Background: an optimization exercise with open tools, aiming at small area. Do not read the settings as production practice. In this exercise RTL edits were held to simulation tests only and were not proved equivalent to the original. No activity file was given, so power comes from the tool's default toggle rates.

===== flow/design.v =====
module twpc_scan #(
    parameter NUM_SCAN = 32,
    parameter IDX_W    = 5
) (
    input  wire                clk,
    input  wire                rst,         
    input  wire [NUM_SCAN-1:0] scan_in,       
    input  wire                rep_clear,   
    output reg  [NUM_SCAN-1:0] sc_drv,      
    output reg                 rep_valid,
    output reg  [IDX_W-1:0]    rep_line,
    output reg  [7:0]          rep_id
);
    localparam [2:0] PH_PULSE = 3'd0, PH_REL = 3'd1, PH_PROBE = 3'd2, PH_BIT = 3'd3, PH_CHECK = 3'd4;
    reg [IDX_W-1:0] sc_idx;
    reg [2:0]       sc_ph;
    reg [3:0]       sc_k;
    reg [7:0]       sc_val;
    reg [7:0]       cache [0:NUM_SCAN-1];
    wire       s      = scan_in[sc_idx];
    wire [7:0] cached = cache[sc_idx];
    wire [IDX_W-1:0] next_idx = (sc_idx == NUM_SCAN - 1) ? {IDX_W{1'b0}} : sc_idx + 1'b1;
    integer j;
    always @(posedge clk) begin
        if (rst) begin
            sc_idx    <= {IDX_W{1'b0}};
            sc_ph     <= PH_PULSE;
            sc_k      <= 4'd0;
            sc_val    <= 8'd0;
            sc_drv    <= {NUM_SCAN{1'b0}};
            rep_valid <= 1'b0;
            rep_line  <= {IDX_W{1'b0}};
            rep_id    <= 8'd0;
            for (j = 0; j < NUM_SCAN; j = j + 1)
                cache[j] <= 8'd0;
        end else begin
            sc_drv <= {NUM_SCAN{1'b0}};
            if (rep_clear)
                rep_valid <= 1'b0;
            case (sc_ph)
                PH_PULSE: begin
                    sc_drv[sc_idx] <= 1'b1;
                    sc_ph          <= PH_REL;
                end
                PH_REL: sc_ph <= PH_PROBE;
                PH_PROBE: begin
                    if (s) begin
                        sc_ph  <= PH_BIT;
                        sc_k   <= 4'd0;
                        sc_val <= 8'd0;
                    end else begin
                        sc_idx <= next_idx;
                        sc_ph  <= PH_PULSE;
                    end
                end
                PH_BIT: begin
                    sc_val[sc_k[2:0]] <= s;
                    sc_k <= sc_k + 4'd1;
                    if (sc_k == 4'd7)
                        sc_ph <= PH_CHECK;
                end
                default: begin   
                    if (s && sc_val != cached) begin
                        cache[sc_idx] <= sc_val;
                        rep_valid     <= 1'b1;
                        rep_line      <= sc_idx;
                        rep_id        <= sc_val;
                    end
                    sc_idx <= next_idx;
                    sc_ph  <= PH_PULSE;
                end
            endcase
        end
    end
endmodule

===== flow/run.sh =====
#!/bin/bash
# synth_recipe.tcl (not shown) runs the flow's synth.tcl, then flattens the netlist and writes it again
# the make line also repeats each setting of config.mk as NAME=value (left out here)
make -C /OpenROAD-flow-scripts/flow DESIGN_CONFIG=/design/flow/config.mk WORK_HOME=/design/flow/orfs CLKGATE_MAP_FILE= SYNTH_SCRIPT=/design/flow/synth_recipe.tcl finish

===== flow/config.mk =====
export PLATFORM = sky130hd
export DESIGN_NAME = twpc_scan
export DESIGN_NICKNAME = twpc_scan
export VERILOG_FILES = /design/flow/design.v
export SDC_FILE = /design/flow/constraint.sdc
export NUM_CORES = 4
export LEC_CHECK = 0
export CAP_MARGIN = 20
export CORE_MARGIN = 2
export CORE_UTILIZATION = 40
export SLEW_MARGIN = 20

===== flow/constraint.sdc =====
create_clock -name core_clock -period 5.0 [get_ports {clk}]
set_input_delay 1.0000 -clock core_clock [delete_from_list [all_inputs] [get_ports {clk}]]
set_output_delay 1.0000 -clock core_clock [all_outputs]
set_load 0.01 [all_outputs]

==> results of run 1 <==
[sequential cells by signal, summed over array words and instances, names as in the netlist, named ones only]
register and flops:
sc_ph 3, rep_valid 1, cache 256, sc_val 8, rep_id 8, sc_idx 5
sc_k 4, sc_drv 32, rep_line 5
[through the flow]
step            util  worst slack, ps  instance area, um2  power [mW]  std cells
2_1_floorplan      -             1910               15200        3.28       1271
3_3_place_gp   0.438              957               16400        3.40       1775
3_5_place_dp   0.439              939               16500        3.41       1776
6_report       0.472              852               17700        6.12       1846
4_1_cts        0.472              919               17700        6.15       1846
5_1_grt        0.472              672               17700        6.28       1846
[layout by cell type (no fill, tap or decap), types with 35 or more instances in the layout]
master,synthesis,layout
dfxtp_1,71,70
clkbuf_16,0,41
nor2_1,44,44
clkdlybuf4s50_1,0,79
nand2_1,62,62
mux2i_1,119,119
buf_4,4,35
edfxtp_1,256,256
a22oi_1,35,35
nor3_1,273,273
[final cells by class]
type / instances / area, um2
fillers: 3419 / 19800
flip-flops and latches: 327 / 9110
multi-input cells: 811 / 5490
repair buffers: 121 / 1190
clock buffers: 58 / 1130
well taps: 511 / 639
clock inverters: 12 / 115
inverters: 6 / 22.5
[critical path, delay by kind of cell, from the launching register on]
family	cells	cell delay, ps
AOI/OAI and AO/OA	3	1380
DFF	1	740
buffers and inverters	2	620
muxes	1	540
and+or+nand+nor	3	340
xor gates and xnor gates	1	190
[metal layers]
metal	routed length (um)	GRT usage
met4	1940	0.101
met3	5380	0.0838
met5	0	0
met1	18700	0.310
met2	21200	0.371
[power groups by stage]
stage / Sequential (mW) / Clock, mW / Combinational (mW)
floorplan: 3.10 / 0 / 0.178
global placement: 3.13 / 0 / 0.274
detailed placement: 3.13 / 0 / 0.276
CTS: 3.08 / 2.79 / 0.277
global route: 3.08 / 2.90 / 0.297
finish: 3.07 / 2.77 / 0.278
[final timing paths]
kind              cells after the start           end  slack (ps)   startpoint
setup / recovery                     10  cache[26][3]         850     register
hold / removal                        2   rep_line[2]         470  rep_line[2]
setup reg to reg                     10  cache[26][3]         850     register
hold reg to reg                       2   rep_line[2]         470  rep_line[2]
[kinds of logic (layout without fill, tap and decap cells)]
logic type,Yosys count,in the layout,synth area share
muxes,144,144,0.113
xor gates and xnor gates,16,16,0.00923
and+or+nand+nor,503,503,0.166
adders and majority gates,10,10,0.00824
DFF,327,327,0.600
buffers and inverters,133,197,0.0388
AOI/OAI and AO/OA,138,138,0.0643
==> flow_summary.json, run 1 <==
{
  "chipWidth_um": 199,
  "overflow": 0,
  "cts_resized": 0,
  "avgSynthCellArea_um2": 12.0,
  "clk_latency_ps": 540,
  "synth_area_um2": 15200,
  "drc": 0,
  "hold_ws_ps": 474,
  "synth-edff-count": 256,
  "synth_common_cells": "273 x nor3_1, 256 x edfxtp_1, 119 x mux2i_1",
  "finClkSkew_ps": 18.0,
  "wl_um": 47200,
  "portBuffers": 80,
  "hold_path_class": "reg2reg",
  "synth_top_area_cell": "edfxtp_1",
  "pin_count": 81,
  "synth_cell_types": 44,
  "drv_cap": 0,
  "grt_usage": 0.241,
  "power.share.clock": 0.452,
  "crit_path_max_fanout": 52,
  "drive_gt1_frac": 0.123,
  "drtIter0Drc": 1356,
  "seq_area_frac_synth": 0.600,
  "required_ps": 5250,
  "slew_viol_final": 0,
  "setup_viol": 0,
  "crit_path_end_kind": "register",
  "max_slew_margin": 0.350,
  "crit_chain": "buf_4 -> mux4_2 -> o21ai_0 -> nor3_1 -> a311oi_1 -> xor2_1 -> nand2_1 -> o31ai_4 -> buf_12 -> nor3_1",
  "cp.arrival_ps": 4390,
  "cts_setup_buffers": 0,
  "clock_path_buffers": 3,
  "worst_pin_slew_ps": 971,
  "synth_top_cell_area_share": 0.506,
  "antenna_found_initial": 0,
  "die-height_um": 199,
  "max_freq_ghz": 0.241,
  "rows": 71,
  "vdd.ir_drop.worst_mv": 0.238,
  "synthArstFlopShare": 0,
  "clock-root-buffer": "clkbuf_16",
  "post-route-min-period_ps": 4150,
  "synth_cells": 1271,
  "p_seq_frac": 0.503,
  "pwr-share-comb": 0.045,
  "grt_pass1_vias": 10800,
  "yosysWarningCount": 1,
  "grt_start_max_net_pins": 57,
  "slowest_stage": "o31ai_4",
  "vias": 10900,
  "place_congestion": 0.992,
  "hold_viol_final": 0,
  "powerDensity_nw_per_um2": 346,
  "wl_per_cell_um": 25.6,
  "p_leak_nw": 5.34,
  "viasPerCell": 5.90,
  "cts_tree": "yes",
  "max_stage_delay_ps": 760,
  "swShare": 0.214,
  "synth_seq_cells": 327,
  "timing.critical_path.mode_cell": "nor3_1",
  "path_clk_slew_ps": 60,
  "start_util": 0.405,
  "yosysMostFrequentCell": "nor3_1",
  "p_int_mw": 4.81,
  "cts_buffers": 38,
  "syn-num-nets": 1316,
  "tns_ps": 0,
  "finalNetCount": 1350,
  "critPathKind": "reg2reg",
  "p_switching_mw": 1.31,
  "n_antenna_cell": 0,
  "outcome": "no timing/DRC/antenna violations",
  "start_kind": "register",
  "yosys-top-cells-area": "edfxtp_1 51%, dfxtp_1 9.4%, nor3_1 9.0%, mux2i_1 7.8%, mux4_2 3.3%",
  "ys.flop_type": "edfxtp_1",
  "first_pass_iters": 5,
  "route.antenna.remaining_nets": 0,
  "coreArea_um2": 37500,
  "die_area_um2": 39500,
  "syn_to_final_growth_pct": 16.5,
  "cts.sinks": 327,
  "holdBufCountCts": 0,
  "fin_crit_sh": 0.830,
  "rsz0062_at_grt": "no",
  "htreeDepth": 2,
  "grt_pass1_wl_um": 68600,
  "hpwl_um": 31700
}
==> run 2, diff against run 1 <==
==> flow/design.v (replaced) <==
module twpc_scan #(
    parameter NUM_SCAN = 32,
    parameter IDX_W    = 5
) (
    input  wire                clk,
    input  wire                rst,         
    input  wire [NUM_SCAN-1:0] scan_in,       
    input  wire                rep_clear,   
    output wire [NUM_SCAN-1:0] sc_drv,      
    output reg                 rep_valid,
    output reg  [IDX_W-1:0]    rep_line,
    output reg  [7:0]          rep_id
);
    localparam [3:0] PH_PULSE = 4'd0, PH_REL = 4'd1, PH_PROBE = 4'd2, PH_CHECK = 4'd11;
    reg [IDX_W-1:0] sc_idx;
    reg [3:0]       sc_ph;
    reg             first;      
    reg [7:0]       sc_val;     
    reg [7:0]       ring [0:NUM_SCAN-1];
    wire       s      = scan_in[sc_idx];
    wire [7:0] cached = first ? 8'd0 : ring[0];
    wire is_check = (sc_ph == PH_CHECK);
    wire report   = is_check && s && (sc_val != cached);
    wire advance  = is_check || (sc_ph == PH_PROBE && !s);
    genvar g;
    generate
        for (g = 0; g < NUM_SCAN; g = g + 1) begin : g_drv
            assign sc_drv[g] = (sc_ph == PH_REL) && (sc_idx == g);
        end
    endgenerate
    always @(posedge clk)
        sc_val <= {s, sc_val[7:1]};
    integer j;
    always @(posedge clk)
        if (advance) begin
            for (j = 0; j < NUM_SCAN - 1; j = j + 1)
                ring[j] <= ring[j + 1];
            ring[NUM_SCAN - 1] <= report ? sc_val : cached;
        end
    always @(posedge clk) begin
        if (rst) begin
            sc_idx    <= {IDX_W{1'b0}};
            sc_ph     <= PH_PULSE;
            first     <= 1'b1;
            rep_valid <= 1'b0;
            rep_line  <= {IDX_W{1'b0}};
            rep_id    <= 8'd0;
        end else begin
            if (rep_clear)
                rep_valid <= 1'b0;
            if (report) begin
                rep_valid <= 1'b1;
                rep_line  <= sc_idx;
                rep_id    <= sc_val;
            end
            if (advance) begin
                sc_idx <= sc_idx + 1'b1;
                sc_ph  <= PH_PULSE;
                if (sc_idx == NUM_SCAN - 1)
                    first <= 1'b0;
            end else begin
                sc_ph <= sc_ph + 4'd1;
            end
        end
    end
endmodule
==> flow_summary.json, run 2 <==
{
  "outcome": "no timing/DRC/antenna violations",
  "synth_top_area_cell": "edfxtp_1",
  "grt_usage": 0.118,
  "crit_start": "sc_idx[1]",
  "rsz0062_at_grt": "no",
  "slew_viol_final": 0,
  "portBuffers": 80,
  "crit_path_end_kind": "output port",
  "place_congestion": 0.813,
  "final_cell_mix": "256 x edfxtp_1, 80 x clkdlybuf4s50_1, 38 x nor2_1",
  "synth_top_cell_area_share": 0.785,
  "swShare": 0.197,
  "synth_area_um2": 9790,
  "htreeDepth": 1,
  "yosysMostFrequentCell": "edfxtp_1",
  "viasPerCell": 4.86,
  "fin_crit_sh": 0.777,
  "pwr-share-comb": 0.037,
  "max_slew_margin": 0.405,
  "hold_path_class": "reg2reg",
  "antenna_found_initial": 0,
  "yosysWarningCount": 2,
  "avgSynthCellArea_um2": 19.3,
  "overflow": 0,
  "grt_pass1_wl_um": 24800,
  "drive_gt1_frac": 0.0879,
  "coreArea_um2": 24200,
  "timing.rr.start": "sc_idx[1]",
  "drtIter0Drc": 392,
  "max_stage_delay_ps": 890,
  "ys.flop_type": "edfxtp_1",
  "p_switching_mw": 0.984,
  "synth-edff-count": 256,
  "die_area_um2": 25700,
  "setup_viol": 0,
  "max_freq_ghz": 0.257,
  "die-height_um": 160,
  "worst_pin_slew_ps": 890,
  "vdd.ir_drop.worst_mv": 0.253,
  "synth_cell_types": 49,
  "worst-path-buf-inv": 1,
  "crit_chain": "ha_1 -> and3_1 -> ha_1 -> and3_1 -> clkdlybuf4s50_1",
  "clock-root-buffer": "clkbuf_16",
  "p_leak_nw": 3.78,
  "fin_util": 0.491,
  "finClkSkew_ps": 12.5,
  "synth_seq_cells": 288,
  "cp_top_family": "flip-flops",
  "grt_start_max_net_pins": 67,
  "largest_reg_flops": 256,
  "r2r_end": "ring[11][2]",
  "synthArstFlopShare": 0,
  "cp.arrival_ps": 2890,
  "synth_cells": 507,
  "synth_common_cells": "256 x edfxtp_1, 38 x nor2_1, 32 x dfxtp_1",
  "place_ws_ps": 1120,
  "largestRegisters": "ring (256), rep_id (8), sc_val (8)",
  "critPathKind": "reg2out",
  "final_common_cell": "edfxtp_1",
  "cts_setup_buffers": 0,
  "cts.sinks": 288,
  "start_kind": "register",
  "n_antenna_cell": 0,
  "wl_um": 15400,
  "p_int_mw": 4.00,
  "p_seq_frac": 0.567,
  "first_pass_iters": 4,
  "hpwl_um": 8680,
  "finalNetCount": 648,
  "clk_latency_ps": 530,
  "syn_to_final_growth_pct": 21.1,
  "tns_ps": 0,
  "required_ps": 4000,
  "crit_end": "sc_drv[31]",
  "powerDensity_nw_per_um2": 420,
  "drc": 0,
  "worst-path-stages": 5,
  "route.antenna.remaining_nets": 0,
  "crit_path_max_fanout": 19,
  "yosys-top-cells-area": "edfxtp_1 79%, dfxtp_1 6.5%, nor2_1 1.5%, mux2i_1 1.3%, ha_1 1.2%",
  "setup_slack_ps": 1110,
  "top_register": "ring",
  "chipWidth_um": 160,
  "cts_buffers": 28,
  "grt_pass1_vias": 4713,
  "post-route-min-period_ps": 3890,
  "pin_count": 81,
  "clock_path_buffers": 3,
  "drv_cap": 0,
  "path_clk_slew_ps": 60,
  "vias": 4620,
  "wl_per_cell_um": 16.3,
  "power.share.clock": 0.396,
  "holdBufCountCts": 0,
  "hold_viol_final": 0,
  "reg2regPathDepth": 6,
  "r2r_slack_ps": 1550,
  "cts_resized": 0,
  "start_util": 0.405,
  "slowest_stage": "dfxtp_1",
  "syn-num-nets": 551,
  "seq_area_frac_synth": 0.850,
  "cts_tree": "yes",
  "rows": 57
}
run 2: cell count changes in the layout (fill, tap and decap cells not counted), moves of 13 or more:
cell	delta
nor3_1	-268
mux2i_1	-106
nand2_1	-52
dfxtp_1	-38
a22oi_1	-35
a31o_2	-32
buf_4	-32
nand2b_1	-22
and2_1	-21
mux4_2	-19
nand3_1	-18
a21oi_1	-14
o31ai_1	+13
run 2: worst register-to-register path, delay by kind of cell (launching register included):
family,cells,cell delay [ps]
DFF,1,890
muxes,1,650
and+or+nand+nor,2,650
buffers and inverters,1,450
AOI/OAI and AO/OA,2,440
run 2: worst min path at each step:
stage	startpoint	endpoint	slack [ps]	depth (start not counted)
final	sc_val[7]	sc_val[6]	400	0
after global routing	ring[27][0]	ring[26][0]	410	0
after CTS	sc_val[7]	sc_val[6]	400	0
after detailed placement	sc_val[7]	sc_val[6]	400	0
after global placement	sc_val[7]	sc_val[6]	380	0
after floorplan	sc_val[7]	sc_val[6]	360	0
run 2: final cells by class:
type	instances	area (um2)
multi-input cells	191	1340
well taps	324	405
repair buffers	86	883
clock buffers	37	756
inverters	9	33.8
flip-flops and latches	288	8330
clock inverters	15	118
fillers	1948	12300
run 2: metrics by stage:
stage | hold slack [ps] | cells | power [mW] | cell area (um2)
2_1_floorplan | 364 | 507 | 2.98 | 9800
3_3_place_gp | 376 | 898 | 3.05 | 11000
3_5_place_dp | 396 | 898 | 3.06 | 11000
4_1_cts | 403 | 950 | 5.06 | 11900
5_1_grt | 407 | 950 | 5.18 | 11900
6_report | 404 | 950 | 4.98 | 11900
run 2: kinds of logic (layout without fill, tap and decap cells):
family | Yosys count | in the layout | synth area share
flops | 288 | 288 | 0.850
buf+inv | 28 | 147 | 0.0146
mux | 19 | 19 | 0.0267
xor+xnor | 3 | 3 | 0.00268
fa+ha+maj | 9 | 9 | 0.0115
compound gates | 56 | 56 | 0.0383
simple gates | 104 | 104 | 0.0557
run 2: metal layers:
metal  track usage  part of all wire  up-vias
met3        0.0362             0.080       25
li1              -                 -     2166
met4        0.0352             0.019        0
met5             0                 0        -
met2         0.172              0.43      134
met1         0.173              0.48     2295
run 2: power by group through the flow:
stage | logic (mW) | clock network (mW) | registers, mW
2_1_floorplan | 0.117 | 0 | 2.86
3_3_place_gp | 0.179 | 0 | 2.87
3_5_place_dp | 0.187 | 0 | 2.87
4_1_cts | 0.187 | 2.04 | 2.83
5_1_grt | 0.203 | 2.14 | 2.84
6_report | 0.184 | 1.98 | 2.82
==> run 3, diff against run 2 <==
--- a/flow/design.v
+++ b/flow/design.v
@@ -15,9 +15,10 @@
     reg [IDX_W-1:0] sc_idx;
     reg [3:0]       sc_ph;
-    reg             first;      
     reg [7:0]       sc_val;     
-    reg [7:0]       ring [0:NUM_SCAN-1];
-    wire       s      = scan_in[sc_idx];
-    wire [7:0] cached = first ? 8'd0 : ring[0];
+    reg [2:0]       rot;        
+    reg             sweep;      
+    reg [7:0]       cached;     
+    reg [7:0]       ring [0:3][0:7];
+    wire s = scan_in[sc_idx];
     wire is_check = (sc_ph == PH_CHECK);
     wire report   = is_check && s && (sc_val != cached);
@@ -29,22 +30,37 @@
         end
     endgenerate
-    always @(posedge clk)
+    wire       wr_hit = (rep_line[2:0] == rot);
+    wire [7:0] head [0:3];
+    genvar r, e;
+    generate
+        for (r = 0; r < 4; r = r + 1) begin : g_ring
+            assign head[r] = (sweep || (wr_hit && rep_line[4:3] == r)) ? rep_id : ring[r][0];
+            always @(posedge clk) begin
+                ring[r][7] <= head[r];
+            end
+            for (e = 0; e < 7; e = e + 1) begin : g_ent
+                always @(posedge clk)
+                    ring[r][e] <= ring[r][e + 1];
+            end
+        end
+    endgenerate
+    always @(posedge clk) begin
         sc_val <= {s, sc_val[7:1]};
-    integer j;
-    always @(posedge clk)
-        if (advance) begin
-            for (j = 0; j < NUM_SCAN - 1; j = j + 1)
-                ring[j] <= ring[j + 1];
-            ring[NUM_SCAN - 1] <= report ? sc_val : cached;
-        end
+        if (sc_idx[2:0] == rot)
+            cached <= head[sc_idx[4:3]];
+    end
     always @(posedge clk) begin
         if (rst) begin
             sc_idx    <= {IDX_W{1'b0}};
             sc_ph     <= PH_PULSE;
-            first     <= 1'b1;
+            rot       <= 3'd0;
+            sweep     <= 1'b1;
             rep_valid <= 1'b0;
             rep_line  <= {IDX_W{1'b0}};
             rep_id    <= 8'd0;
         end else begin
+            rot <= rot + 3'd1;
+            if (rot == 3'd7)
+                sweep <= 1'b0;
             if (rep_clear)
                 rep_valid <= 1'b0;
@@ -57,6 +73,4 @@
                 sc_idx <= sc_idx + 1'b1;
                 sc_ph  <= PH_PULSE;
-                if (sc_idx == NUM_SCAN - 1)
-                    first <= 1'b0;
             end else begin
                 sc_ph <= sc_ph + 4'd1;
--- a/flow/config.mk
+++ b/flow/config.mk
@@ -9,3 +9,4 @@
 export CORE_MARGIN = 2
 export CORE_UTILIZATION = 40
+export CTS_BUF_LIST = sky130_fd_sc_hd__clkbuf_4
 export SLEW_MARGIN = 20
==> flow_summary.json, run 3 <==
{
  "design_area_um2": 9920,
  "reg2regPathDepth": 6,
  "tns_ps": 0,
  "powerDensity_nw_per_um2": 442,
  "path_clk_slew_ps": 70,
  "grt_pass1_vias": 4647,
  "seq_area_frac_synth": 0.757,
  "htreeDepth": 3,
  "whs_path_depth": 0,
  "drtIter0Drc": 152,
  "synth-edff-count": 8,
  "cts.sinks": 299,
  "top_register": "ring",
  "clock-root-buffer": "clkbuf_4",
  "p_seq_frac": 0.559,
  "syn_to_final_growth_pct": 23.8,
  "slowest_stage": "dfxtp_1",
  "max_freq_ghz": 0.255,
  "holdBufCountCts": 0,
  "ys.flop_type": "dfxtp_1",
  "yosysWarningCount": 2,
  "clock_path_buffers": 3,
  "place_congestion": 0.757,
  "drc": 0,
  "worst-path-buf-inv": 1,
  "cts_tree": "yes",
  "drv_cap": 0,
  "met1_usage": 0.178,
  "start_util": 0.409,
  "syn-num-nets": 587,
  "clk_latency_ps": 620,
  "final_cell_mix": "291 x dfxtp_1, 105 x clkbuf_4, 80 x clkdlybuf4s50_1",
  "cts_buffers": 70,
  "wl_per_cell_um": 14.4,
  "crit_chain": "ha_1 -> and3_1 -> ha_1 -> and3_1 -> clkdlybuf4s50_1",
  "post-route-min-period_ps": 3920,
  "chipWidth_um": 146,
  "synth_top_cell_area_share": 0.727,
  "coreArea_um2": 19600,
  "cp_top_family": "flip-flops",
  "synth_area_um2": 8010,
  "cts_setup_buffers": 0,
  "place_ws_ps": 1610,
  "critPathKind": "reg2out",
  "r2r_slack_ps": 1970,
  "required_ps": 4000,
  "dpl_cell_area_um2": 9090,
  "met3_usage": 0.0524,
  "finalNetCount": 727,
  "drive_gt1_frac": 0.234,
  "die-height_um": 146,
  "grt_usage": 0.140,
  "overflow": 0,
  "antenna_found_initial": 0,
  "worst-path-stages": 5,
  "rows": 51,
  "yosysMostFrequentCell": "dfxtp_1",
  "finClkSkew_ps": 18.2,
  "portBuffers": 80,
  "fin_util": 0.507,
  "vias": 4277,
  "rsz0062_at_grt": "no",
  "worst_pin_slew_ps": 891,
  "pin_count": 81,
  "fin_crit_sh": 0.783,
  "worstHoldEndpoint": "ring[25][0]",
  "grt.met2_usage": 0.216,
  "setup_viol": 0,
  "viasPerCell": 4.32,
  "synth_seq_cells": 299,
  "grt_start_max_net_pins": 30,
  "pwr-share-comb": 0.031,
  "slew_viol_final": 0,
  "max_stage_delay_ps": 850,
  "synth_top_area_cell": "dfxtp_1",
  "swShare": 0.213,
  "hold_ws_ps": 312,
  "yosys-top-cells-area": "dfxtp_1 73%, mux2_2 4.5%, mux4_2 3.4%, edfxtp_1 3.0%, nor2_1 2.5%",
  "p_switching_mw": 0.934,
  "r2r_end": "rep_id[4]",
  "wl_um": 14300,
  "outcome": "no timing/DRC/antenna violations",
  "avgSynthCellArea_um2": 14.8,
  "route.antenna.remaining_nets": 0,
  "crit_path_end_kind": "output port",
  "p_int_mw": 3.45,
  "synth_common_cells": "291 x dfxtp_1, 54 x nor2_1, 32 x mux2_2",
  "timing.rr.start": "sc_idx[2]",
  "hold_viol_final": 0,
  "vdd.ir_drop.worst_mv": 0.219,
  "largest_reg_flops": 256,
  "max_slew_margin": 0.404,
  "n_antenna_cell": 0,
  "synthArstFlopShare": 0,
  "n_fill_cell": 1737,
  "crit_path_max_fanout": 17,
  "grt_pass1_wl_um": 23400,
  "busiest_layer": "met2",
  "p_leak_nw": 3.91,
  "final_common_cell": "dfxtp_1",
  "synth_cells": 541,
  "synth_cell_types": 48,
  "cp.arrival_ps": 2920,
  "start_kind": "register",
  "cts_resized": 0,
  "die_area_um2": 21200,
  "hold_path_class": "reg2reg",
  "hp-start": "ring[26][0]",
  "hpwl_um": 9110,
  "power.share.clock": 0.410,
  "setup_slack_ps": 1080,
  "first_pass_iters": 4
}
-- run 3: changes by cell type in the layout (fill, tap and decap cells not counted), sizes merged, moves of 6 or more --
| cell | delta |
|---|---|
| clkbuf | +68 |
| mux2 | +33 |
| a21oi | -10 |
| nor2 | +16 |
| edfxtp | -248 |
| mux2i | +6 |
| nand2b | -6 |
| mux4 | +8 |
| dfxtp | +259 |
| nand4 | -10 |
| o31ai | -12 |
| xnor2 | +9 |
-- run 3: layout make-up --
class	instances	area (um2)	share of cell area
clock buffer	105	788	0.0794
clock inverter	12	46.3	0.00467
inverter	7	26.3	0.00265
multi-input combinational	218	1830	0.184
sequential	299	6070	0.611
tap	265	332	0.0334
timing repair buffer	85	838	0.0845
-- run 3: cell families after synthesis --
kind of cell / synth area share
fa+ha+maj: 0.0172
simple gates: 0.0626
compound gates: 0.0225
xor+xnor: 0.0164
mux: 0.109
flops: 0.757
buf+inv: 0.0153
-- run 3: worst max path at each step --
stage / start / end / slack (ps)
floorplan: scan_in[26] / sc_idx[3] / 2200
global placement: scan_in[26] / sc_idx[3] / 1670
detailed placement: scan_in[4] / sc_idx[3] / 1610
CTS: sc_idx[1] / sc_drv[31] / 1030
global route: sc_idx[1] / sc_drv[31] / 910
finish: sc_idx[1] / sc_drv[31] / 1080
-- run 3: stage by stage --
step / total power, mW / cells
5_1_grt: 4.61 / 991
3_5_place_dp: 2.64 / 874
6_report: 4.39 / 991
3_3_place_gp: 2.64 / 874
2_1_floorplan: 2.58 / 541
4_1_cts: 4.45 / 991
-- run 3: power groups by stage --
stage	logic, mW	registers (mW)	clock network [mW]
finish	0.137	2.45	1.80
global route	0.150	2.45	2.00
CTS	0.139	2.45	1.86
detailed placement	0.138	2.51	0
global placement	0.136	2.50	0
floorplan	0.0908	2.49	0
-- run 3: routing by layer --
metal / vias to the layer above / part of all wire
li1: 2127 / -
met2: 81 / 0.47
met1: 2050 / 0.47
met4: 0 / 0.014
met5: - / 0
met3: 19 / 0.047
==> run 4, diff against run 3 <==
--- a/flow/config.mk
+++ b/flow/config.mk
@@ -9,4 +9,3 @@
 export CORE_MARGIN = 2
 export CORE_UTILIZATION = 40
-export CTS_BUF_LIST = sky130_fd_sc_hd__clkbuf_4
 export SLEW_MARGIN = 20
==> flow_summary.json, run 4 <==
{
  "drive_gt1_frac": 0.167,
  "first_pass_iters": 4,
  "synth_top_area_cell": "dfxtp_1",
  "yosysWarningCount": 2,
  "die_area_um2": 21200,
  "post-route-min-period_ps": 3800,
  "whs_path_depth": 0,
  "portBuffers": 80,
  "finalPower_mw": 4.56,
  "drv_cap": 0,
  "route.antenna.remaining_nets": 0,
  "swShare": 0.205,
  "overflow": 0,
  "synth_seq_cells": 299,
  "largest_reg_flops": 256,
  "synthMuxAreaShare": 0.109,
  "synth-xor-area-share": 0.0164,
  "final_cell_mix": "291 x dfxtp_1, 80 x clkdlybuf4s50_1, 53 x nor2_1",
  "synthArstFlopShare": 0,
  "tns_ps": 0,
  "rsz0062_at_grt": "no",
  "final_common_cell": "dfxtp_1",
  "pin_count": 81,
  "cts_tree": "yes",
  "setup_slack_ps": 1200,
  "wl_per_cell_um": 14.8,
  "hold_viol_final": 0,
  "grt_pass1_wl_um": 22300,
  "synth_cells": 541,
  "synth_common_cells": "291 x dfxtp_1, 54 x nor2_1, 32 x mux2_2",
  "n_antenna_cell": 0,
  "synth_simple_gate_area_frac": 0.0626,
  "syn-num-nets": 587,
  "coreArea_um2": 19600,
  "clock-root-buffer": "clkbuf_16",
  "drtIter0Drc": 147,
  "yosys-top-cells-area": "dfxtp_1 73%, mux2_2 4.5%, mux4_2 3.4%, edfxtp_1 3.0%, nor2_1 2.5%",
  "pwr-share-comb": 0.030,
  "crit_path_max_fanout": 17,
  "drc": 0,
  "vias": 4023,
  "avgSynthCellArea_um2": 14.8,
  "vdd.ir_drop.worst_mv": 0.288,
  "place_ws_ps": 1610,
  "slew_viol_final": 0,
  "hold_path_class": "reg2reg",
  "synth_compound_area_frac": 0.0225,
  "place_congestion": 0.757,
  "die-height_um": 146,
  "start_kind": "register",
  "dpl_cell_area_um2": 9090,
  "design_area_um2": 9970,
  "finClkSkew_ps": 10.7,
  "synth_fa_ha_area_frac": 0.0172,
  "cts_setup_buffers": 0,
  "max_freq_ghz": 0.263,
  "grt_usage": 0.131,
  "path_clk_slew_ps": 60,
  "viasPerCell": 4.35,
  "finalNetCount": 684,
  "syn_to_final_growth_pct": 24.4,
  "p_seq_frac": 0.538,
  "yosysMostFrequentCell": "dfxtp_1",
  "crit_path_end_kind": "output port",
  "worst_pin_slew_ps": 900,
  "rows": 51,
  "synth_cell_types": 48,
  "start_util": 0.409,
  "max_slew_margin": 0.398,
  "seq_area_frac_synth": 0.757,
  "cts_resized": 0,
  "top_register": "ring",
  "synth_area_um2": 8010,
  "setup_viol": 0,
  "antenna_found_initial": 0,
  "clk_latency_ps": 520,
  "outcome": "no timing/DRC/antenna violations",
  "required_ps": 4000,
  "htreeDepth": 1,
  "chipWidth_um": 146,
  "ys.flop_type": "dfxtp_1",
  "grt_pass1_vias": 4260,
  "hpwl_um": 9110,
  "powerDensity_nw_per_um2": 457,
  "synth-edff-count": 8,
  "fin_crit_sh": 0.761,
  "synth_top_cell_area_share": 0.727,
  "critPathKind": "reg2out",
  "cts.sinks": 299,
  "clock_path_buffers": 3,
  "reg2regPathDepth": 6,
  "p_switching_mw": 0.933,
  "synth_top_family_by_area": "multiplexers",
  "wl_um": 13600,
  "cp.arrival_ps": 2800,
  "holdBufCountCts": 0,
  "cts_buffers": 27,
  "p_int_mw": 3.63,
  "grt_start_max_net_pins": 30,
  "power.share.clock": 0.432,
  "p_leak_nw": 3.84
}
run 4: worst max-delay path, stage by stage, from the launching register on:
cell and delay [ps]:
dfxtp_1 850, ha_1 360, and3_1 210, ha_1 140, and3_1 140, clkdlybuf4s50_1 570
run 4: final timing paths:
kind,start,endpoint,slack (ps)
max reg2reg,sc_idx[2],rep_id[3],1980
max,sc_idx[0],sc_drv[31],1200
min reg2reg,ring[6][4],ring[5][4],320
min,ring[6][4],ring[5][4],320
run 4: layer usage:
metal | part of all wire | track usage | vias up
met3 | 0.032 | 0.0279 | 25
li1 | - | - | 2009
met4 | 0.022 | 0.0397 | 0
met1 | 0.49 | 0.177 | 1934
met5 | 0 | 0 | -
met2 | 0.46 | 0.211 | 55
run 4: cell type report:
class / count / area, um2
clock inverter: 17 / 129
clock buffer: 33 / 751
multi-input combinational: 218 / 1830
sequential: 299 / 6070
tap: 265 / 332
timing repair buffer: 85 / 838
inverter: 7 / 26.3
fill: 1683 / 9620
run 4: power by group through the flow:
stage / Combinational, mW / Clock (mW) / Sequential (mW)
5_1_grt: 0.150 / 2.12 / 2.46
6_report: 0.137 / 1.97 / 2.45
2_1_floorplan: 0.0908 / 0 / 2.49
4_1_cts: 0.139 / 2.03 / 2.45
3_5_place_dp: 0.138 / 0 / 2.51
3_3_place_gp: 0.136 / 0 / 2.50
run 4: per-stage QoR:
stage	instances	hold slack, ps	util
after floorplan	541	310	-
after global placement	874	310	0.464
after detailed placement	874	312	0.464
after CTS	924	326	0.509
after global routing	924	328	0.509
final	924	323	0.509
run 4: kinds of logic after synthesis:
| group | Yosys count |
|---|---|
| fa+ha+maj | 11 |
| compound gates | 23 |
| buf+inv | 24 |
| flops | 299 |
| mux | 66 |
| xor+xnor | 15 |
| simple gates | 103 |
==> run 5, diff against run 4 <==
--- a/flow/config.mk
+++ b/flow/config.mk
@@ -8,4 +8,5 @@
 export CAP_MARGIN = 20
 export CORE_MARGIN = 2
-export CORE_UTILIZATION = 40
+export CORE_UTILIZATION = 60
+export CTS_BUF_LIST = sky130_fd_sc_hd__clkbuf_2
 export SLEW_MARGIN = 20
==> flow_summary.json, run 5 <==
{
  "final_common_cell": "dfxtp_1",
  "crit_path_max_fanout": 17,
  "route.antenna.remaining_nets": 0,
  "place_congestion": 0.763,
  "clk_latency_ps": 790,
  "crit_path_end_kind": "output port",
  "fin_crit_sh": 0.805,
  "grt_start_max_net_pins": 30,
  "seq_area_frac_synth": 0.757,
  "cp.arrival_ps": 3030,
  "die-height_um": 120,
  "cts_buffers": 67,
  "cts_resized": 0,
  "path_clk_slew_ps": 100,
  "finalNonFillerCells": 896,
  "cts_setup_buffers": 0,
  "drv_cap": 0,
  "yosysMostFrequentCell": "dfxtp_1",
  "portBuffers": 80,
  "antenna_found_initial": 1,
  "finalNetCount": 722,
  "critPathKind": "reg2out",
  "die_area_um2": 14300,
  "clock_path_buffers": 3,
  "hold_viol_final": 0,
  "rows": 42,
  "grt_usage": 0.202,
  "tns_ps": 0,
  "vias": 4256,
  "top_register": "ring",
  "vdd.ir_drop.worst_mv": 0.310,
  "hold_ws_ps": 305,
  "max_slew_margin": 0.269,
  "drtIter0Drc": 119,
  "hpwl_um": 8830,
  "r2r_slack_ps": 1690,
  "overflow": 0,
  "setup_viol": 0,
  "required_ps": 4000,
  "coreArea_um2": 13100,
  "max_stage_delay_ps": 900,
  "synth_cell_types": 48,
  "yosysWarningCount": 2,
  "synth_top_area_cell": "dfxtp_1",
  "synth_area_um2": 8010,
  "powerDensity_nw_per_um2": 418,
  "synth_top_cell_area_share": 0.727,
  "reg2regPathDepth": 6,
  "synth_seq_cells": 299,
  "post-route-min-period_ps": 4030,
  "slew_viol_final": 0,
  "placed_cells": 783,
  "max_freq_ghz": 0.248,
  "hold_path_class": "reg2reg",
  "first_pass_iters": 4,
  "cts.sinks": 299,
  "p_leak_nw": 3.83,
  "wl_um": 13800,
  "clock-root-buffer": "clkbuf_2",
  "whs_path_depth": 0,
  "worst_pin_slew_ps": 1090,
  "synth-edff-count": 8,
  "pin_count": 81,
  "synth_common_cells": "291 x dfxtp_1, 54 x nor2_1, 32 x mux2_2",
  "final_cell_mix": "291 x dfxtp_1, 95 x clkbuf_2, 79 x clkdlybuf4s50_1",
  "synth_cells": 541,
  "wl_per_cell_um": 15.4,
  "start_kind": "register",
  "largest_reg_flops": 256,
  "drc": 0,
  "yosys-top-cells-area": "dfxtp_1 73%, mux2_2 4.5%, mux4_2 3.4%, edfxtp_1 3.0%, nor2_1 2.5%",
  "timing.rr.start": "sc_idx[3]",
  "finClkSkew_ps": 48.3,
  "chipWidth_um": 120,
  "hp-start": "ring[9][3]",
  "start_util": 0.610,
  "place_ws_ps": 1630,
  "avgSynthCellArea_um2": 14.8,
  "worstHoldEndpoint": "ring[8][3]",
  "rsz0062_at_grt": "no",
  "setup_slack_ps": 974,
  "viasPerCell": 4.75,
  "grt_pass1_wl_um": 22000,
  "outcome": "no timing/DRC/antenna violations",
  "slowest_stage": "dfxtp_1",
  "htreeDepth": 3,
  "crit_chain": "ha_1 -> and3_1 -> ha_1 -> and3_1 -> clkdlybuf4s50_1",
  "syn_to_final_growth_pct": 19.0,
  "r2r_end": "rep_line[4]",
  "holdBufCountCts": 0,
  "syn-num-nets": 587,
  "synthArstFlopShare": 0,
  "grt_pass1_vias": 4400,
  "drive_gt1_frac": 0.225,
  "ys.flop_type": "dfxtp_1",
  "cts_tree": "yes"
}
==> run 5: cell counts after synthesis <==
Identical to the previous run, type by type.
==> run 5: cell type report <==
class                           count  area (um2)
Timing Repair Buffer               83         818
Multi-Input combinational cell    218        1820
Clock buffer                       95         475
Antenna cell                        1        2.50
Inverter                            7        26.3
Tap cell                          176         220
Clock inverter                     17         103
Sequential cell                   299        6070
Fill cell                         887        3600
==> run 5: worst max path at each step <==
stage,start,endpoint,slack [ps],depth (start not counted)
2_1_floorplan,scan_in[26],sc_idx[3],2200,6
3_3_place_gp,scan_in[26],sc_idx[3],1660,7
3_5_place_dp,scan_in[26],sc_idx[3],1630,7
4_1_cts,sc_idx[0],sc_drv[15],890,5
5_1_grt,sc_idx[0],sc_drv[15],790,5
6_report,sc_idx[0],sc_drv[15],970,5
==> run 5: kinds of logic after synthesis <==
kind of cell | Yosys count | share of synthesized area
AOI/OAI and AO/OA | 23 | 0.0225
xor gates and xnor gates | 15 | 0.0164
adders and majority gates | 11 | 0.0172
buffers and inverters | 24 | 0.0153
DFF | 299 | 0.757
muxes | 66 | 0.109
and+or+nand+nor | 103 | 0.0626
==> run 5: report_power, final <==
part | internal [mW] | total, mW | switching [mW]
Sequential | 2.42 | 2.45 | 0.0309
Clock | 0.562 | 1.40 | 0.836
Combinational | 0.0745 | 0.136 | 0.0612
Total | 3.06 | 3.99 | 0.928
==> run 5: critical path, delay by kind of cell, from the launching register on <==
| kind | cells | cell delay, ps |
|---|---|---|
| flip-flops | 1 | 900 |
| buffers and inverters | 1 | 540 |
| adder cells (fa/ha/maj) | 2 | 510 |
| AND/OR/NAND/NOR | 2 | 340 |
==> run 5: metal layers <==
layer | share of wire | global-route usage | up-vias
met5 | 0 | 0 | -
met2 | 0.46 | 0.314 | 100
met4 | 0.019 | 0.0993 | 0
met3 | 0.057 | 0.0656 | 21
met1 | 0.46 | 0.255 | 2021
li1 | - | - | 2114
==> run 5: through the flow <==
step           power, mW  utilization  area (um2)
2_1_floorplan       2.58            -        8010
3_3_place_gp        2.64        0.682        8960
6_report            3.99        0.726        9540
3_5_place_dp        2.64        0.682        8960
5_1_grt             4.17        0.726        9540
4_1_cts             4.04        0.726        9540
==> run 6, diff against run 5 <==
==> flow/flow/run.sh (new file) <==
#!/bin/bash
# Standard layout, with the port buffers made of the smallest buffer cell and
# a clock tree without dummy loads. Each tool's output is logged under orfs/logs;
# make's own output goes to make_finish.log.
set -euo pipefail
CTS="-sink_clustering_enable -repair_clock_nets -sink_clustering_size 9 -sink_clustering_max_diameter 50 -buf_list sky130_fd_sc_hd__clkbuf_4 -dont_use_dummy_load"
bash standard.sh \
  "BUFFER_PORTS_ARGS=-buffer_cell sky130_fd_sc_hd__buf_1" \
  "CTS_ARGS=$CTS" \
  finish > make_finish.log 2>&1
==> flow/standard.sh (new file) <==
#!/bin/bash
# synth_recipe.tcl (not shown) runs the flow's synth.tcl, then flattens the netlist and writes it again
# the make line also repeats each setting of config.mk as NAME=value (left out here)
make -C /OpenROAD-flow-scripts/flow DESIGN_CONFIG=/design/flow/config.mk WORK_HOME=/design/flow/orfs CLKGATE_MAP_FILE= SYNTH_SCRIPT=/design/flow/synth_recipe.tcl "${@:-finish}"
--- a/flow/config.mk
+++ b/flow/config.mk
@@ -9,4 +9,3 @@
 export CORE_MARGIN = 2
 export CORE_UTILIZATION = 60
-export CTS_BUF_LIST = sky130_fd_sc_hd__clkbuf_2
 export SLEW_MARGIN = 20
removed: flow/run.sh
==> flow_summary.json, run 6 <==
{
  "synth_cells": 541,
  "start_util": 0.610,
  "cp.arrival_ps": 2430,
  "synth_top_cell_area_share": 0.727,
  "route.antenna.remaining_nets": 0,
  "crit_start": "sc_idx[0]",
  "seq_area_frac_synth": 0.757,
  "worst_pin_slew_ps": 1100,
  "hold_path_class": "reg2reg",
  "post-route-min-period_ps": 3430,
  "finalNetCount": 695,
  "synth_top_area_cell": "dfxtp_1",
  "vias": 4087,
  "max_freq_ghz": 0.292,
  "hpwl_um": 8130,
  "antenna_found_initial": 1,
  "largest_reg_flops": 256,
  "rsz0062_at_grt": "no",
  "grt_pass1_vias": 3996,
  "die-height_um": 120,
  "setup_viol": 0,
  "place_congestion": 0.774,
  "slew_viol_final": 0,
  "chipWidth_um": 120,
  "cts.sinks": 299,
  "clock-root-buffer": "clkbuf_4",
  "synth_area_um2": 8010,
  "path_clk_slew_ps": 90,
  "synthArstFlopShare": 0,
  "drc": 0,
  "viasPerCell": 4.96,
  "timing.rr.start": "sc_idx[2]",
  "clk_latency_ps": 610,
  "syn-num-nets": 587,
  "max_slew_margin": 0.267,
  "required_ps": 4000,
  "finalPower_mw": 3.58,
  "outcome": "no timing/DRC/antenna violations",
  "yosysWarningCount": 2,
  "drtIter0Drc": 123,
  "tns_ps": 0,
  "powerDensity_nw_per_um2": 409,
  "portBuffers": 80,
  "hold_viol_final": 0,
  "ys.flop_type": "dfxtp_1",
  "die_area_um2": 14300,
  "vdd.ir_drop.worst_mv": 0.320,
  "p_leak_nw": 3.38,
  "cts_tree": "yes",
  "wl_per_cell_um": 15.1,
  "coreArea_um2": 13100,
  "first_pass_iters": 5,
  "pin_count": 81,
  "avgSynthCellArea_um2": 14.8,
  "cts_setup_buffers": 0,
  "wl_um": 12400,
  "htreeDepth": 2,
  "hp-start": "ring[4][2]",
  "fin_crit_sh": 0.685,
  "crit_path_max_fanout": 17,
  "final_common_cell": "dfxtp_1",
  "synth-edff-count": 8,
  "syn_to_final_growth_pct": 9.40,
  "crit_path_end_kind": "output port",
  "critPathKind": "reg2out",
  "final_cell_mix": "291 x dfxtp_1, 80 x buf_1, 54 x nor2_1",
  "synth_common_cells": "291 x dfxtp_1, 54 x nor2_1, 32 x mux2_2",
  "overflow": 0,
  "yosysMostFrequentCell": "dfxtp_1",
  "drive_gt1_frac": 0.156,
  "top_register": "ring",
  "finClkSkew_ps": 50.0,
  "grt_start_max_net_pins": 30,
  "drv_cap": 0,
  "synth_seq_cells": 299,
  "holdBufCountCts": 0,
  "synth_cell_types": 48,
  "start_kind": "register",
  "grt_usage": 0.182,
  "cts_buffers": 39,
  "cts_resized": 0,
  "yosys-top-cells-area": "dfxtp_1 73%, mux2_2 4.5%, mux4_2 3.4%, edfxtp_1 3.0%, nor2_1 2.5%",
  "clock_path_buffers": 3,
  "rows": 42,
  "grt_pass1_wl_um": 20300
}
run 6: cell counts after synthesis:
Identical to the previous run, type by type.
run 6: final timing paths:
kind | endpoint | slack [ps] | cells after the start
setup / recovery | sc_drv[15] | 1570 | 5
setup reg to reg | rep_id[2] | 2050 | 6
hold / removal | ring[3][2] | 290 | 0
hold reg to reg | ring[3][2] | 290 | 0
run 6: power by group:
| group | internal (mW) | total (mW) | switching (mW) | leakage, nW |
|---|---|---|---|---|
| Combinational | 0.0555 | 0.117 | 0.0611 | 0.776 |
| Sequential | 2.42 | 2.45 | 0.0287 | 2.43 |
| Clock | 0.361 | 1.02 | 0.655 | 0.179 |
run 6: cell type report:
type,instances,area [um2]
timing repair buffer,84,330
clock buffer,39,293
antenna,1,2.50
sequential,299,6070
inverter,7,26.3
tap,176,220
multi-input combinational,218,1830
fill,1022,4370
run 6: stage by stage:
step	hold WS, ps	cells	area (um2)	setup WS (ps)	utilization
6_report	287	824	8770	1570	0.667
5_1_grt	303	824	8770	1370	0.667
4_1_cts	291	823	8760	1500	0.667
3_5_place_dp	312	784	8470	1980	0.644
3_3_place_gp	310	784	8470	2010	0.644
2_1_floorplan	310	541	8010	2200	-
run 6: logic make-up after synthesis:
kind of cell / after synthesis / share of synthesized area
buffers and inverters: 24 / 0.0153
multiplexers: 66 / 0.109
AO/OA/AOI/OAI: 23 / 0.0225
AND/OR/NAND/NOR: 103 / 0.0626
flip-flops: 299 / 0.757
adder cells (fa/ha/maj): 11 / 0.0172
XOR/XNOR: 15 / 0.0164
run 6: critical path, cell delays in order, from the launching register on:
cell and delay [ps]:
dfxtp_1 850, ha_1 350, and3_1 210, ha_1 150, and3_1 140, buf_1 150
run 6: routing by layer:
layer / up-vias / wire [um] / part of all wire / GRT usage
met5: - / 0 / 0 / 0
met4: 0 / 297 / 0.024 / 0.0721
li1: 2016 / - / - / -
met2: 116 / 5540 / 0.45 / 0.279
met3: 30 / 684 / 0.055 / 0.0456
met1: 1925 / 5880 / 0.47 / 0.252
==> run 7, diff against run 6 <==
==> flow/flow/run.sh (replaced) <==
#!/bin/bash
# Standard layout, with the port buffers made of the smallest buffer cell and
# a clock tree without dummy loads. Each tool's output is logged under orfs/logs;
# make's own output goes to make_finish.log.
set -euo pipefail
CTS="-sink_clustering_enable -repair_clock_nets -sink_clustering_size 18 -sink_clustering_max_diameter 60 -buf_list sky130_fd_sc_hd__clkbuf_8 -dont_use_dummy_load"
bash standard.sh \
  "BUFFER_PORTS_ARGS=-buffer_cell sky130_fd_sc_hd__buf_1" \
  "CTS_ARGS=$CTS" \
  finish > make_finish.log 2>&1
==> flow_summary.json, run 7 <==
{
  "p_seq_frac": 0.688,
  "vias": 3958,
  "pin_count": 81,
  "synthArstFlopShare": 0,
  "drtIter0Drc": 129,
  "ys.flop_type": "dfxtp_1",
  "hold_ws_ps": 273,
  "n_fill_cell": 1026,
  "viasPerCell": 4.92,
  "powerDensity_nw_per_um2": 407,
  "n_antenna_cell": 0,
  "fin_crit_sh": 0.662,
  "hold_viol_final": 0,
  "portBuffers": 80,
  "finalNetCount": 677,
  "die_area_um2": 14300,
  "cp.arrival_ps": 2310,
  "max_slew_margin": 0.398,
  "chipWidth_um": 120,
  "syn_to_final_growth_pct": 9.29,
  "synth_top_cell_area_share": 0.727,
  "fin_util": 0.667,
  "drive_gt1_frac": 0.132,
  "p_int_mw": 2.84,
  "max_freq_ghz": 0.302,
  "pwr-share-comb": 0.033,
  "path_clk_slew_ps": 90,
  "worst_pin_slew_ps": 900,
  "synth_common_cells": "291 x dfxtp_1, 54 x nor2_1, 32 x mux2_2",
  "rows": 42,
  "clock-root-buffer": "clkbuf_8",
  "swShare": 0.203,
  "start_util": 0.610,
  "holdBufCountCts": 0,
  "grt_usage": 0.178,
  "cts_buffers": 20,
  "synth_top_area_cell": "dfxtp_1",
  "largest_reg_flops": 256,
  "finalNonFillerCells": 805,
  "yosys-top-cells-area": "dfxtp_1 73%, mux2_2 4.5%, mux4_2 3.4%, edfxtp_1 3.0%, nor2_1 2.5%",
  "crit_path_max_fanout": 17,
  "hold_path_class": "reg2reg",
  "design_area_um2": 8760,
  "first_pass_iters": 5,
  "placed_cells": 784,
  "outcome": "no timing/DRC/antenna violations",
  "final_common_cell": "dfxtp_1",
  "hpwl_um": 8130,
  "synth_seq_cells": 299,
  "cts_tree": "yes",
  "post-route-min-period_ps": 3310,
  "setup_slack_ps": 1690,
  "final_cell_mix": "291 x dfxtp_1, 80 x buf_1, 54 x nor2_1",
  "synth-edff-count": 8,
  "synth_cell_types": 48,
  "critPathKind": "reg2out",
  "clock_path_buffers": 3,
  "start_kind": "register",
  "antenna_found_initial": 0,
  "route.antenna.remaining_nets": 0,
  "tns_ps": 0,
  "power.share.clock": 0.280,
  "cts_resized": 0,
  "coreArea_um2": 13100,
  "yosysMostFrequentCell": "dfxtp_1",
  "grt_start_max_net_pins": 30,
  "drc": 0,
  "cts_setup_buffers": 0,
  "synth_area_um2": 8010,
  "place_ws_ps": 1980,
  "yosysWarningCount": 2,
  "rsz0062_at_grt": "no",
  "p_switching_mw": 0.725,
  "dpl_cell_area_um2": 8470,
  "grt_pass1_vias": 3850,
  "overflow": 0,
  "crit_path_end_kind": "output port",
  "wl_um": 12400,
  "avgSynthCellArea_um2": 14.8,
  "grt_pass1_wl_um": 20000,
  "cts.sinks": 299,
  "seq_area_frac_synth": 0.757,
  "drv_cap": 0,
  "clk_latency_ps": 530,
  "wl_per_cell_um": 15.3,
  "slew_viol_final": 0,
  "htreeDepth": 1,
  "syn-num-nets": 587,
  "vdd.ir_drop.worst_mv": 0.294,
  "top_register": "ring",
  "die-height_um": 120,
  "finalPower_mw": 3.56,
  "place_congestion": 0.774,
  "setup_viol": 0,
  "finClkSkew_ps": 71.3,
  "required_ps": 4000,
  "p_leak_nw": 3.35,
  "synth_cells": 541
}
## run 7: cell counts after synthesis
Identical to the previous run, type by type.
## run 7: per-layer routing
metal / wire (um) / GRT usage / up-vias
li1: - / - / 1957
met3: 627 / 0.0299 / 26
met5: 0 / 0 / -
met2: 5460 / 0.283 / 97
met4: 327 / 0.0515 / 0
met1: 5940 / 0.254 / 1878
## run 7: area by class of cell
cell class              count  area (um2)  area share
multi-input cells         218        1830       0.209
repair buffers             85         342      0.0390
well taps                 176         220      0.0251
clock buffers              20         275      0.0314
flip-flops and latches    299        6070       0.693
inverters                   7        26.3     0.00300
## run 7: worst paths after layout
check / to / from / cells after the start / slack, ps
setup / recovery: sc_drv[15] / sc_idx[0] / 5 / 1690
hold / removal: ring[6][7] / ring[7][7] / 0 / 270
hold reg to reg: ring[6][7] / ring[7][7] / 0 / 270
setup reg to reg: rep_id[2] / sc_idx[2] / 6 / 2080
## run 7: cell families (layout without fill, tap and decap cells)
group,after synthesis,in the layout,synth area share
AOI/OAI and AO/OA,23,23,0.0225
xor gates and xnor gates,15,15,0.0164
adders and majority gates,11,11,0.0172
buffers and inverters,24,112,0.0153
DFF,299,299,0.757
muxes,66,66,0.109
and+or+nand+nor,103,103,0.0626
## run 7: power by group through the flow
| stage | Clock, mW | Sequential, mW | Combinational (mW) |
|---|---|---|---|
| floorplan | 0 | 2.49 | 0.0908 |
| global placement | 0 | 2.50 | 0.116 |
| detailed placement | 0 | 2.51 | 0.117 |
| CTS | 1.04 | 2.45 | 0.118 |
| global route | 1.12 | 2.45 | 0.130 |
| finish | 0.996 | 2.45 | 0.116 |
## run 7: worst max-delay path, cell delays in order, from the launching register on
cell     delay, ps
dfxtp_1        850
ha_1           350
and3_1         210
ha_1           150
and3_1         140
buf_1          150
==> run 8, diff against run 7 <==
==> flow/flow/run.sh (replaced) <==
#!/bin/bash
# Standard layout, with the port buffers made of the smallest buffer cell and
# a clock tree without dummy loads. Each tool's output is logged under orfs/logs;
# make's own output goes to make_finish.log.
set -euo pipefail
CTS="-sink_clustering_enable -repair_clock_nets -sink_clustering_size 10 -sink_clustering_max_diameter 50 -buf_list sky130_fd_sc_hd__clkbuf_4 -dont_use_dummy_load"
bash standard.sh \
  "BUFFER_PORTS_ARGS=-buffer_cell sky130_fd_sc_hd__buf_1" \
  "CTS_ARGS=$CTS" \
  finish > make_finish.log 2>&1
--- a/flow/config.mk
+++ b/flow/config.mk
@@ -8,4 +8,4 @@
 export CAP_MARGIN = 20
 export CORE_MARGIN = 2
-export CORE_UTILIZATION = 60
+export CORE_UTILIZATION = 75
 export SLEW_MARGIN = 20
==> flow_summary.json, run 8 <==
{
  "syn-num-nets": 587,
  "fin_crit_sh": 0.686,
  "path_clk_slew_ps": 110,
  "crit_chain": "ha_1 -> and3_1 -> ha_1 -> and3_1 -> buf_1",
  "wl_um": 14000,
  "required_ps": 4000,
  "avgSynthCellArea_um2": 14.8,
  "grt_pass1_vias": 4326,
  "placed_cells": 743,
  "vias": 4141,
  "route.antenna.remaining_nets": 0,
  "syn_to_final_growth_pct": 8.34,
  "final_cell_mix": "291 x dfxtp_1, 79 x buf_1, 54 x nor2_1",
  "cp.arrival_ps": 2430,
  "coreArea_um2": 10400,
  "setup_viol": 0,
  "yosys-top-cells-area": "dfxtp_1 73%, mux2_2 4.5%, mux4_2 3.4%, edfxtp_1 3.0%, nor2_1 2.5%",
  "grt_pass1_wl_um": 22000,
  "drc": 0,
  "design_area_um2": 8680,
  "cts_buffers": 35,
  "final_common_cell": "dfxtp_1",
  "drv_cap": 0,
  "grt_start_max_net_pins": 30,
  "cts.sinks": 299,
  "slowest_stage": "dfxtp_1",
  "clk_latency_ps": 580,
  "cts_tree": "yes",
  "viasPerCell": 5.32,
  "synth_common_cells": "291 x dfxtp_1, 54 x nor2_1, 32 x mux2_2",
  "hpwl_um": 9290,
  "wl_per_cell_um": 17.9,
  "synth_seq_cells": 299,
  "hold_path_class": "reg2reg",
  "chipWidth_um": 107,
  "overflow": 0,
  "place_congestion": 0.793,
  "slew_viol_final": 0,
  "synth_top_cell_area_share": 0.727,
  "dpl_cell_area_um2": 8410,
  "drive_gt1_frac": 0.151,
  "n_antenna_cell": 0,
  "clock_path_buffers": 3,
  "crit_path_end_kind": "output port",
  "start_util": 0.773,
  "start_kind": "register",
  "htreeDepth": 2,
  "finalNonFillerCells": 779,
  "yosysWarningCount": 2,
  "synth_cell_types": 48,
  "tns_ps": 0,
  "cts_setup_buffers": 0,
  "finalPower_mw": 3.56,
  "largest_reg_flops": 256,
  "hold_viol_final": 0,
  "post-route-min-period_ps": 3430,
  "crit_path_max_fanout": 17,
  "die-height_um": 107,
  "pin_count": 81,
  "vdd.ir_drop.worst_mv": 0.275,
  "synth-edff-count": 8,
  "max_slew_margin": 0.262,
  "top_register": "ring",
  "fin_util": 0.837,
  "cts_resized": 0,
  "first_pass_iters": 4,
  "rsz0062_at_grt": "no",
  "worst-path-buf-inv": 1,
  "n_fill_cell": 499,
  "synth_top_area_cell": "dfxtp_1",
  "holdBufCountCts": 0,
  "max_freq_ghz": 0.292,
  "grt_usage": 0.252,
  "portBuffers": 80,
  "synthArstFlopShare": 0,
  "clock-root-buffer": "clkbuf_4",
  "max_stage_delay_ps": 880,
  "p_leak_nw": 3.37,
  "powerDensity_nw_per_um2": 410,
  "drtIter0Drc": 220,
  "cp_top_family": "flip-flops",
  "yosysMostFrequentCell": "dfxtp_1",
  "antenna_found_initial": 0,
  "finalNetCount": 691,
  "worst_pin_slew_ps": 1100,
  "synth_cells": 541,
  "ys.flop_type": "dfxtp_1",
  "seq_area_frac_synth": 0.757,
  "outcome": "no timing/DRC/antenna violations",
  "synth_area_um2": 8010,
  "finClkSkew_ps": 62.4,
  "rows": 37,
  "critPathKind": "reg2out",
  "die_area_um2": 11500
}
[run 8: cell counts after synthesis]
No cell type changed its count.
[run 8: stage by stage]
stage | hold WS, ps | setup WS, ps
3_3_place_gp | 310 | 2010
5_1_grt | 295 | 1440
4_1_cts | 283 | 1550
3_5_place_dp | 312 | 1940
6_report | 303 | 1570
2_1_floorplan | 310 | 2200
[run 8: where the power goes]
group	internal, mW	total [mW]	switching [mW]
Clock	0.326	0.982	0.656
Sequential	2.42	2.45	0.0322
Combinational	0.0555	0.120	0.0648
Total	2.80	3.56	0.753
[run 8: area by class of cell]
cell class / count / area [um2] / share of cell area
clock buffers: 35 / 263 / 0.0303
inverters: 7 / 26.3 / 0.00303
multi-input cells: 218 / 1820 / 0.210
flip-flops and latches: 299 / 6070 / 0.699
well taps: 136 / 170 / 0.0196
repair buffers: 84 / 332 / 0.0382
[run 8: path summary, 6_finish.rpt]
check	startpoint	to	slack, ps	cells after the start
worst max-delay path	sc_idx[0]	sc_drv[15]	1570	5
worst min-delay path	ring[18][5]	ring[17][5]	300	0
worst max register to register	sc_idx[2]	rep_line[4]	1980	6
worst min register to register	ring[18][5]	ring[17][5]	300	0
[run 8: cell families after synthesis]
logic type,Yosys count,share of synthesized area
compound gates,23,0.0225
xor+xnor,15,0.0164
fa+ha+maj,11,0.0172
buf+inv,24,0.0153
flops,299,0.757
mux,66,0.109
simple gates,103,0.0626
[run 8: metal layers]
metal  up-vias  share of wire  GRT usage
met1      1980           0.42      0.321
met4         0          0.025     0.0907
met3        28          0.056     0.0478
li1       1994              -          -
met2       139           0.50      0.434
met5         -              0          0
[run 8: worst register-to-register path, delay by kind of cell (launching register included)]
kind / cells / cell delay (ps)
multiplexers: 1 / 330
AO/OA/AOI/OAI: 1 / 470
flip-flops: 1 / 750
AND/OR/NAND/NOR: 4 / 1370
==> run 9, diff against run 8 <==
==> flow/flow/run.sh (replaced) <==
#!/bin/bash
# The standard layout (standard.sh) with three changes:
#  - synthesis is synth_recipe.tcl unchanged except that its ABC pass maps with
#    flow/area.abc (area-recovering &nf mapping) instead of ORFS's speed script;
#  - the port buffers use the smallest buffer cell;
#  - the clock tree uses clkbuf_4 in small clusters, without dummy loads.
# make's output goes to make_finish.log; each tool's full log is under orfs/logs.
set -euo pipefail
W=$(pwd)
cat > "$W/area_synth.tcl" <<TCL
# synth_recipe.tcl with ABC's script replaced by $W/flow/area.abc
proc abc {args} {
  set i [lsearch -exact \$args -script]
  if { \$i >= 0 } { lset args [expr { \$i + 1 }] $W/flow/area.abc }
  puts "abc (area script): \$args"
  yosys abc {*}\$args
}
source $W/synth_recipe.tcl
TCL
CTS="-sink_clustering_enable -repair_clock_nets -sink_clustering_size 10 -sink_clustering_max_diameter 50 -buf_list sky130_fd_sc_hd__clkbuf_4 -dont_use_dummy_load"
bash standard.sh \
  "SYNTH_SCRIPT=$W/area_synth.tcl" \
  "BUFFER_PORTS_ARGS=-buffer_cell sky130_fd_sc_hd__buf_1" \
  "CTS_ARGS=$CTS" \
  finish > make_finish.log 2>&1
==> flow/flow/area.abc (new file) <==
&get -n
&st
&syn2
&dch
&nf -R 1000 -p
&put
==> flow_summary.json, run 9 <==
{
  "outcome": "no timing/DRC/antenna violations",
  "finalNonFillerCells": 761,
  "route.antenna.remaining_nets": 0,
  "synth_cells": 501,
  "multiInputGateArea_um2": 1630,
  "pin_count": 81,
  "slew_viol_final": 0,
  "start_util": 0.761,
  "cts.sinks": 299,
  "drv_cap": 0,
  "coreArea_um2": 10100,
  "top_register": "ring",
  "crit_chain": "ha_1 -> and3_1 -> ha_1 -> and3_1 -> buf_1",
  "avgSynthCellArea_um2": 15.4,
  "post-route-min-period_ps": 3440,
  "placed_cells": 722,
  "finalNetCount": 670,
  "wl_um": 13500,
  "htreeDepth": 2,
  "overflow": 0,
  "powerDensity_nw_per_um2": 418,
  "cts_setup_buffers": 0,
  "synth_top_area_cell": "dfxtp_1",
  "slowest_stage": "dfxtp_1",
  "vdd.ir_drop.worst_mv": 0.292,
  "n_fill_cell": 495,
  "worst_pin_slew_ps": 862,
  "seq_area_frac_synth": 0.786,
  "synth_area_um2": 7720,
  "finalPower_mw": 3.56,
  "rsz0062_at_grt": "no",
  "yosysMostFrequentCell": "dfxtp_1",
  "cts_resized": 0,
  "r2r_slack_ps": 1960,
  "wl_per_cell_um": 17.7,
  "die-height_um": 105,
  "synth_top_cell_area_share": 0.755,
  "finClkSkew_ps": 86.4,
  "critPathKind": "reg2out",
  "clock_path_buffers": 3,
  "vias": 4006,
  "grt_start_max_net_pins": 25,
  "first_pass_iters": 5,
  "drtIter0Drc": 200,
  "grt_pass1_wl_um": 21100,
  "p_leak_nw": 3.47,
  "place_ws_ps": 1910,
  "crit_path_end_kind": "output port",
  "clock-root-buffer": "clkbuf_4",
  "setup_viol": 0,
  "tns_ps": 0,
  "clk_latency_ps": 580,
  "fin_crit_sh": 0.688,
  "syn-num-nets": 547,
  "yosysWarningCount": 2,
  "portBuffers": 80,
  "cts_tree": "yes",
  "cts_buffers": 36,
  "max_slew_margin": 0.422,
  "cp_top_family": "flip-flops",
  "grt_pass1_vias": 4063,
  "chipWidth_um": 105,
  "path_clk_slew_ps": 100,
  "synth_common_cells": "291 x dfxtp_1, 57 x nor2_1, 32 x mux2_1",
  "final_common_cell": "dfxtp_1",
  "final_cell_mix": "291 x dfxtp_1, 80 x buf_1, 57 x nor2_1",
  "syn_to_final_growth_pct": 10.2,
  "drc": 0,
  "drive_gt1_frac": 0.0932,
  "synth-edff-count": 8,
  "setup_slack_ps": 1560,
  "hold_path_class": "reg2reg",
  "holdBufCountCts": 0,
  "cp.arrival_ps": 2440,
  "worst-path-buf-inv": 1,
  "synth_seq_cells": 299,
  "grt_usage": 0.249,
  "ys.flop_type": "dfxtp_1",
  "rows": 37,
  "largest_reg_flops": 256,
  "synth_cell_types": 28,
  "max_freq_ghz": 0.291,
  "die_area_um2": 11100,
  "max_stage_delay_ps": 860,
  "place_congestion": 0.759,
  "start_kind": "register",
  "seqCellArea_um2": 6070,
  "antenna_found_initial": 1,
  "hpwl_um": 8700,
  "required_ps": 4000,
  "yosys-top-cells-area": "dfxtp_1 75%, mux2_1 4.7%, mux4_2 4.7%, edfxtp_1 3.1%, nor2_1 2.8%",
  "hold_viol_final": 0,
  "hold_ws_ps": 295,
  "viasPerCell": 5.26,
  "crit_path_max_fanout": 15,
  "synthArstFlopShare": 0
}
## run 9: cell types whose count changed after synthesis, sizes merged, moves of 3 or more
cell	before	now
o22ai	0	3
buf	8	0
nor3	8	3
mux2i	19	13
mux4	13	16
nor2b	7	2
clkbuf	9	0
nand3	6	1
nor2	54	57
clkinv	0	7
inv	7	0
xor2	4	8
## run 9: cells by family (layout without fill, tap and decap cells)
kind of cell,Yosys count,after routing,share of synthesized area
flip-flops,299,299,0.786
AND/OR/NAND/NOR,88,88,0.0483
multiplexers,61,61,0.110
XOR/XNOR,18,18,0.0204
AO/OA/AOI/OAI,17,17,0.0139
adder cells (fa/ha/maj),11,11,0.0178
buffers and inverters,7,128,0.00340
other,0,3,0
## run 9: final timing paths
check / depth (start not counted) / startpoint / end
worst max-delay path: 5 / sc_idx[0] / sc_drv[15]
worst min-delay path: 0 / ring[18][5] / ring[17][5]
worst max register to register: 9 / sc_idx[0] / sc_idx[3]
worst min register to register: 0 / ring[18][5] / ring[17][5]
## run 9: layer usage
layer	part of all wire	track usage
met5	0	0
met4	0.018	0.0743
met3	0.040	0.0513
met2	0.51	0.418
met1	0.44	0.329
## run 9: final cells by class
class / instances / area share
Clock buffer: 36 / 0.0318
Antenna cell: 3 / 0.000882
Timing Repair Buffer: 85 / 0.0397
Multi-Input combinational cell: 195 / 0.192
Tap cell: 136 / 0.0200
Sequential cell: 299 / 0.713
Inverter: 7 / 0.00309
## run 9: per-stage QoR
| step | utilization | area [um2] |
|---|---|---|
| floorplan | - | 7720 |
| global placement | 0.812 | 8230 |
| detailed placement | 0.812 | 8230 |
| CTS | 0.839 | 8500 |
| global route | 0.839 | 8510 |
| finish | 0.839 | 8510 |
## run 9: power by group
part           internal, mW  total [mW]  leakage (nW)  switching [mW]
clock network         0.335       0.991         0.166           0.657
registers              2.42        2.45          2.43          0.0323
logic                0.0540       0.114         0.876          0.0597

[afterwards: timing with drivers on the ports]
Ports are ideal in the flow. The routed layouts listed here were re-timed in OpenROAD.
Step 1 sets driving cells, clkbuf_16 on the clock port and buf_2 on the other inputs (assumed; they add their load-dependent delay and slew).
Step 2 also shifts input and output timing later by t, the mid clock arrival at the registers, as if the neighbouring blocks saw the same clock.
Slacks: no drivers / after step 1 / after step 2; pairs: no drivers / after step 1.
run | shift t [ns] | setup slack, ns | worst register clock-pin slew, ns
run 1 | 0.581 | 0.852 / 0.852 / 0.852 | 0.06 / 0.06
run 2 | 0.556 | 1.113 / 1.079 / 1.141 | 0.06 / 0.06
run 3 | 0.643 | 1.083 / 1.050 / 1.617 | 0.07 / 0.07
run 4 | 0.556 | 1.195 / 1.153 / 1.589 | 0.06 / 0.06
run 5 | 0.797 | 0.974 / 0.936 / 1.611 | 0.12 / 0.12
run 6 | 0.605 | 1.574 / 1.542 / 1.986 | 0.10 / 0.10
run 7 | 0.528 | 1.690 / 1.655 / 1.966 | 0.10 / 0.10
run 8 | 0.584 | 1.570 / 1.537 / 1.899 | 0.11 / 0.11
run 9 | 0.563 | 1.562 / 1.532 / 1.877 | 0.11 / 0.11
After both steps every run listed still meets setup and hold.
